From an optimization exercise on the open Yosys and OpenROAD flow, aimed at small area, a short achievable clock period and few clock cycles; shortcuts taken in it are not production practice.

==> fjord: inputs <==
// gss_engine
module gss_engine (
    input  wire        clk,
    input  wire        rst,           
    input  wire        start,         
    input  wire [15:0] in_len,        
    output reg         busy,
    output reg         done,
    output reg         err,
    output reg         passthru,
    output reg         rstop,
    output wire [2:0]  err_code,
    output reg  [3:0]  err_info,
    output wire [15:0] err_pos,
    output wire [15:0] res_len,
    output reg  [7:0]  hdr_enc,
    output reg  [7:0]  hdr_pack,
    output reg  [31:0] hdr_usize,
    output reg  [15:0] in_addr,
    input  wire [7:0]  in_rdata,
    output wire [15:0] out_addr,
    output reg         out_we,
    output reg  [7:0]  out_wdata,
    input  wire [7:0]  out_rdata
);
    localparam [7:0] CH_D = 8'h44, CH_R = 8'h52, CH_H = 8'h48, CH_W = 8'h57;
    localparam [7:0] CH_B = 8'h42, CH_S = 8'h53;
    localparam [3:0] I_HEADER = 4'd1, I_R_OPERAND = 4'd2, I_OUT_OVERRUN = 4'd6,
                     I_ODD_TAIL = 4'd11, I_OUT_CAP = 4'd12, I_PACK_W = 4'd14,
                     I_NOT_BUILT = 4'd15;
    localparam [3:0]
        S_IDLE  = 4'd0,
        S_HDR   = 4'd1,
        S_CTL   = 4'd2,
        S_CNT   = 4'd3,
        S_VAL   = 4'd4,
        S_FILL  = 4'd5,    
        S_COPY  = 4'd6,
        S_COPY1 = 4'd13,   
        S_RAW   = 4'd7,
        S_END   = 4'd8,    
        S_TL    = 4'd9,    
        S_DRAIN = 4'd10,   
        S_ERR   = 4'd11,   
        S_DONE  = 4'd12,
        S_STOP  = 4'd14;
    reg [3:0]  state;
    reg [15:0] room;        
    reg [15:0] pk_rem;      
    reg [11:0] cnt;         
    reg [1:0]  xop;         
    reg        fz;          
    reg        resv;        
    reg        mbad;        
    reg [15:0] wc;          
    reg        sflag;       
    reg        fb, fw;      
    reg [7:0]  r1, r2;
    reg [7:0]  tp;          
    reg        br;          
    reg        pv_d;        
    reg [7:0]  px_d;        
    reg        par;         
    reg        sf;          
    assign out_addr = {wc[15:1], wc[0] ^ sflag};
    assign err_pos  = pk_rem & {16{err}};
    assign res_len  = wc & {16{resv}};
    assign err_code = {err_info[3] & err_info[2] & err_info[1],
  ...
Settings: LEC_CHECK=0, CAP_MARGIN=20, CORE_MARGIN=2, CORE_UTILIZATION=40, PLACE_DENSITY=0.6, SETUP_SLACK_MARGIN=5, SLEW_MARGIN=20; clock period 10.0 ns.
standard.sh (not shown) runs the stock make flow with config.mk's settings and CLKGATE_MAP_FILE= SYNTH_SCRIPT=/design/flow/synth_recipe.tcl, a recipe that flattens the netlist after the stock synthesis.
==> flow/flow/run.sh <==
#!/bin/bash
# Standard ORFS layout (standard.sh) with two changes in how it is made:
# the port buffers are buf_1 cells, and repair_timing aims for a setup margin
# of MARGIN ns. Clock period and constraints are unchanged.
set -euo pipefail
MARGIN=7
bash standard.sh "BUFFER_PORTS_ARGS=-buffer_cell sky130_fd_sc_hd__buf_1" "SETUP_SLACK_MARGIN=$MARGIN" finish > standard_flow.log 2>&1
==> inputs of cedar, as changes to fjord <==
--- a/flow/design.v
+++ b/flow/design.v
@@ -38,22 +38,20 @@
         S_COPY1 = 4'd13,   
         S_RAW   = 4'd7,
         S_END   = 4'd8,    
         S_TL    = 4'd9,    
         S_DRAIN = 4'd10,   
         S_ERR   = 4'd11,   
-        S_DONE  = 4'd12,
-        S_STOP  = 4'd14;
+        S_DONE  = 4'd12;
     reg [3:0]  state;
     reg [15:0] room;        
     reg [15:0] pk_rem;      
     reg [11:0] cnt;         
     reg [1:0]  xop;         
     reg        fz;          
     reg        resv;        
-    reg        mbad;        
     reg [15:0] wc;          
     reg        sflag;       
     reg        fb, fw;      
     reg [7:0]  r1, r2;
     reg [7:0]  tp;          
     reg        br;          
@@ -91,13 +89,13 @@
     wire [8:0]  diff  = {1'b0, minu} - {1'b0, px_d} - {8'd0, bin};
     wire [7:0]  tp_b  = br ? tp_m1 : tp;
     always @(*) begin
         pv = 1'b0;
         px = 8'h00;
         case (state)
-            S_VAL:   begin pv = pk_nz & ~o_over & ~cnt_z; px = in_rdata; end
+            S_VAL:   begin pv = ~o_over & ~cnt_z; px = in_rdata; end
             S_FILL:  begin pv = 1'b1; px = fz ? 8'h00 : px_d; end
             S_COPY:  begin pv = 1'b1; px = in_rdata; end
             S_COPY1: begin pv = ~o_trunc & ~o_over; px = in_rdata; end
             S_RAW:   begin pv = room_nz; px = fz ? 8'h00 : in_rdata; end
             S_END:   begin pv = ~pv_d & par & ws & room_nz; end
             default: ;
@@ -173,57 +171,51 @@
                         hdr_pack  <= 8'd0;
                         hdr_usize <= 32'd0;
                         wc        <= in_len;
                         pk_rem    <= in_len;
                         in_addr   <= 16'd0;
                         cnt       <= 12'hFFF;
-                        mbad      <= 1'b0;
                         if (in_len < 16'd6) begin
                             passthru <= 1'b1;
                             resv     <= 1'b1;
                             finish;
                         end else begin
                             state    <= S_HDR;
                         end
                     end
                 end
                 S_HDR: begin
                     cnt[3:0] <= cnt[3:0] + 4'd1;
-                    in_addr  <= (cnt[3:0] == 4'd9) ? 16'd12 : in_addr + 16'd1;
+                    in_addr  <= (cnt[3:0] == 4'd8) ? 16'd12 : in_addr + 16'd1;
                     if (hdr_dec4) pk_rem <= pk_dec;
                     case (cnt[3:0])
-                        4'd0: if (in_rdata != 8'h4C) mbad <= 1'b1;
-                        4'd1: if (in_rdata != 8'h53) mbad <= 1'b1;
-                        4'd2: if (in_rdata != 8'h44) mbad <= 1'b1;
-                        4'd3: if (in_rdata != 8'h1A) mbad <= 1'b1;
+                        4'd0: if (in_rdata != 8'h4C) begin passthru <= 1'b1; resv <= 1'b1; finish; end
+                        4'd1: if (in_rdata != 8'h53) begin passthru <= 1'b1; resv <= 1'b1; finish; end
+                        4'd2: if (in_rdata != 8'h44) begin passthru <= 1'b1; resv <= 1'b1; finish; end
+                        4'd3: if (in_rdata != 8'h1A) begin passthru <= 1'b1; resv <= 1'b1; finish; end
+                              else if (wc < 16'd12) raise(I_HEADER, 1'b0, 1'b0);
                         default: ;
                     endcase
-                    if (cnt[3:0] == 4'd4 && mbad) begin
-                        passthru <= 1'b1;
-                        resv     <= 1'b1;
-                        finish;
-                    end else if (cnt[3:0] == 4'd4 && wc < 16'd12) begin
-                        raise(I_HEADER, 1'b0, 1'b0);
-                    end else if (cnt[3:0] >= 4'd4 && cnt[3:0] <= 4'd9) begin
+                    if (cnt[3:0] >= 4'd4 && cnt[3:0] <= 4'd9) begin
                         hdr_usize <= {in_rdata, hdr_usize[31:8]};
                         hdr_pack  <= hdr_usize[7:0];
                         hdr_enc   <= hdr_pack;
                     end
-                    if (cnt[3:0] == 4'd10) begin
-                        room  <= hdr_usize[15:0];
+                    if (cnt[3:0] == 4'd9) begin
+                        room  <= hdr_usize[23:8];
                         wc    <= 16'd0;
-                        sflag <= (hdr_enc == CH_S);
-                        fb    <= (hdr_enc == CH_B);
-                        fw    <= (hdr_enc == CH_W);
+                        sflag <= (hdr_pack == CH_S);
+                        fb    <= (hdr_pack == CH_B);
+                        fw    <= (hdr_pack == CH_W);
                         fz    <= ~pk_nz;
                         r1 <= 8'd0; r2 <= 8'd0; br <= 1'b0; par <= 1'b0; sf <= 1'b0;
                         tp <= 8'd0;
-                        if (hdr_usize[31:16] != 16'd0)
+                        if (hdr_usize[31:24] != 8'd0 || in_rdata != 8'd0)
                             raise(I_OUT_CAP, 1'b0, 1'b0);
                         else begin
-                            case (hdr_pack)
+                            case (hdr_usize[7:0])
                                 CH_R:       state <= S_CTL;
                                 CH_W:       raise(I_PACK_W, 1'b0, 1'b0);
                                 CH_D, CH_H: raise(I_NOT_BUILT, 1'b0, 1'b0);
                                 default:    state <= S_RAW;
                             endcase
                         end
@@ -244,40 +236,42 @@
                             8'b01??????: begin   
                                 cnt     <= {6'd0, c6};
                                 in_addr <= in_addr + 16'd1;
                                 if (c6 != 6'd0) state <= S_COPY1;
                             end
                             8'b10??????: begin   
-                                cnt     <= {6'd0, c6};
-                                fz      <= 1'b0;
-                                in_addr <= in_addr + 16'd1;
-                                state   <= S_VAL;
+                                cnt <= {6'd0, c6};
+                                fz  <= 1'b0;
+                                if (pk_one) raise(I_R_OPERAND, 1'b1, 1'b0);
+                                else begin
+                                    in_addr <= in_addr + 16'd1;
+                                    state   <= S_VAL;
+                                end
                             end
                             8'b1111????: begin   
-                                state <= S_STOP;
+                                rstop <= 1'b1;
+                                resv  <= 1'b1;
+                                wc    <= 16'd0;
+                                finish;
                             end
                             default: begin       
                                 cnt[11:8] <= in_rdata[3:0];
                                 xop       <= in_rdata[5:4];
-                                in_addr   <= in_addr + 16'd1;
-                                state     <= S_CNT;
+                                if (pk_one) raise(I_R_OPERAND, 1'b1, 1'b0);
+                                else begin
+                                    in_addr <= in_addr + 16'd1;
+                                    state   <= S_CNT;
+                                end
                             end
                         endcase
                     end
                 end
-                S_STOP: begin
-                    rstop <= 1'b1;
-                    resv  <= 1'b1;
-                    wc    <= 16'd0;
-                    finish;
-                end
                 S_CNT: begin
                     pk_rem <= pk_dec;
                     cnt    <= cnt12;
-                    if (!pk_nz) raise(I_R_OPERAND, 1'b1, 1'b1);
-                    else case (xop)
+                    case (xop)
                         2'd0: begin   
                             fz <= 1'b1;
                             if (cnt12 == 12'd0) begin
                                 in_addr <= in_addr + 16'd1;
                                 state   <= S_CTL;
                             end else begin
@@ -286,22 +280,24 @@
                         end
                         2'd1: begin   
                             in_addr <= in_addr + 16'd1;
                             state   <= (cnt12 == 12'd0) ? S_CTL : S_COPY1;
                         end
                         default: begin   
-                            fz      <= 1'b0;
-                            in_addr <= in_addr + 16'd1;
-                            state   <= S_VAL;
+                            fz <= 1'b0;
+                            if (pk_one) raise(I_R_OPERAND, 1'b1, 1'b0);
+                            else begin
+                                in_addr <= in_addr + 16'd1;
+                                state   <= S_VAL;
+                            end
                         end
                     endcase
                 end
                 S_VAL: begin
                     pk_rem <= pk_dec;
-                    if (!pk_nz)      raise(I_R_OPERAND, 1'b1, 1'b1);
-                    else if (o_over) raise(I_OUT_OVERRUN, 1'b1, 1'b0);
+                    if (o_over) raise(I_OUT_OVERRUN, 1'b1, 1'b0);
                     else if (cnt_z || cnt_one) begin
                         if (!cnt_z) room <= room - 16'd1;
                         in_addr <= in_addr + 16'd1;
                         state   <= S_CTL;
                     end else begin
                         room  <= room - 16'd1;
==> flow/flow/run.sh (replaced) <==
#!/bin/bash
# Standard ORFS layout (standard.sh) with two changes in how it is made:
# the port buffers are buf_1 cells, and repair_timing aims for a setup margin
# of MARGIN ns. Clock period and constraints are unchanged.
set -euo pipefail
MARGIN=6.5
bash standard.sh "BUFFER_PORTS_ARGS=-buffer_cell sky130_fd_sc_hd__buf_1" "SETUP_SLACK_MARGIN=$MARGIN" finish > standard_flow.log 2>&1
==> impl_metrics.yaml <==
outcome:
  outcome: "timing/DRC/antenna clean"
global_route:
  met2_usage: 0.438
  grt_pass1_wl_mm: 72.3
final_layout:
  nFillCells: 2799
  seqCellArea_mm2: 0.00523
die:
  std_cell_rows: 65
placement:
  place_area_mm2: 0.0139
synth:
  seq_area_frac_synth: 0.394
[end of results for fjord]
==> impl_metrics.yaml <==
outcome:
  outcome: "timing/DRC/antenna clean"
global_route:
  antenna_found_initial: 0
  grt_pass1_wl_mm: 71.0
  met2_usage: 0.401
clock_tree:
  clockBufferDepth: 2
final_layout:
  clk_share: 0.0349
  buffers: 244
  nFillCells: 3186
  seqCellArea_mm2: 0.00506
synth:
  seq_area_frac_synth: 0.383
  syn_area_mm2: 0.0132
die:
  std_cell_rows: 66
placement:
  place_area_mm2: 0.0142
[end of results for cedar]
No functional check of the RTL was part of any run of this note.

[re-timing with driven ports]
The flow's constraints put no driver on any port. The routed layouts listed below were extracted and timed again, unchanged, in two steps. Step 1: set_driving_cell puts a clkbuf_16 on clk and a buf_2 on each other input, an assumption about the parent block. Step 2 moves the port delays by t, midway between the first and last clock arrival at a register: inputs arrive t later, outputs are due t later. That takes back most of the time a late clock gives input paths. a / b / c = no drivers / after step 1 / after step 2; a / b = the first two.
run | shift t [ns] | setup WS [ns] | clock arrival spread, ns | pins driven straight from the clock port
fjord | 0.513 | 6.461 / 6.407 / 6.120 | 0.023 / 0.022 | 1
cedar | 0.498 | 6.125 / 6.123 / 5.625 | 0.015 / 0.015 | 1
After both steps setup and hold are still met in every run listed. For cedar, which loses most, drivers alone change the setup slack by -0.002 ns; drivers and shift together by -0.500 ns.
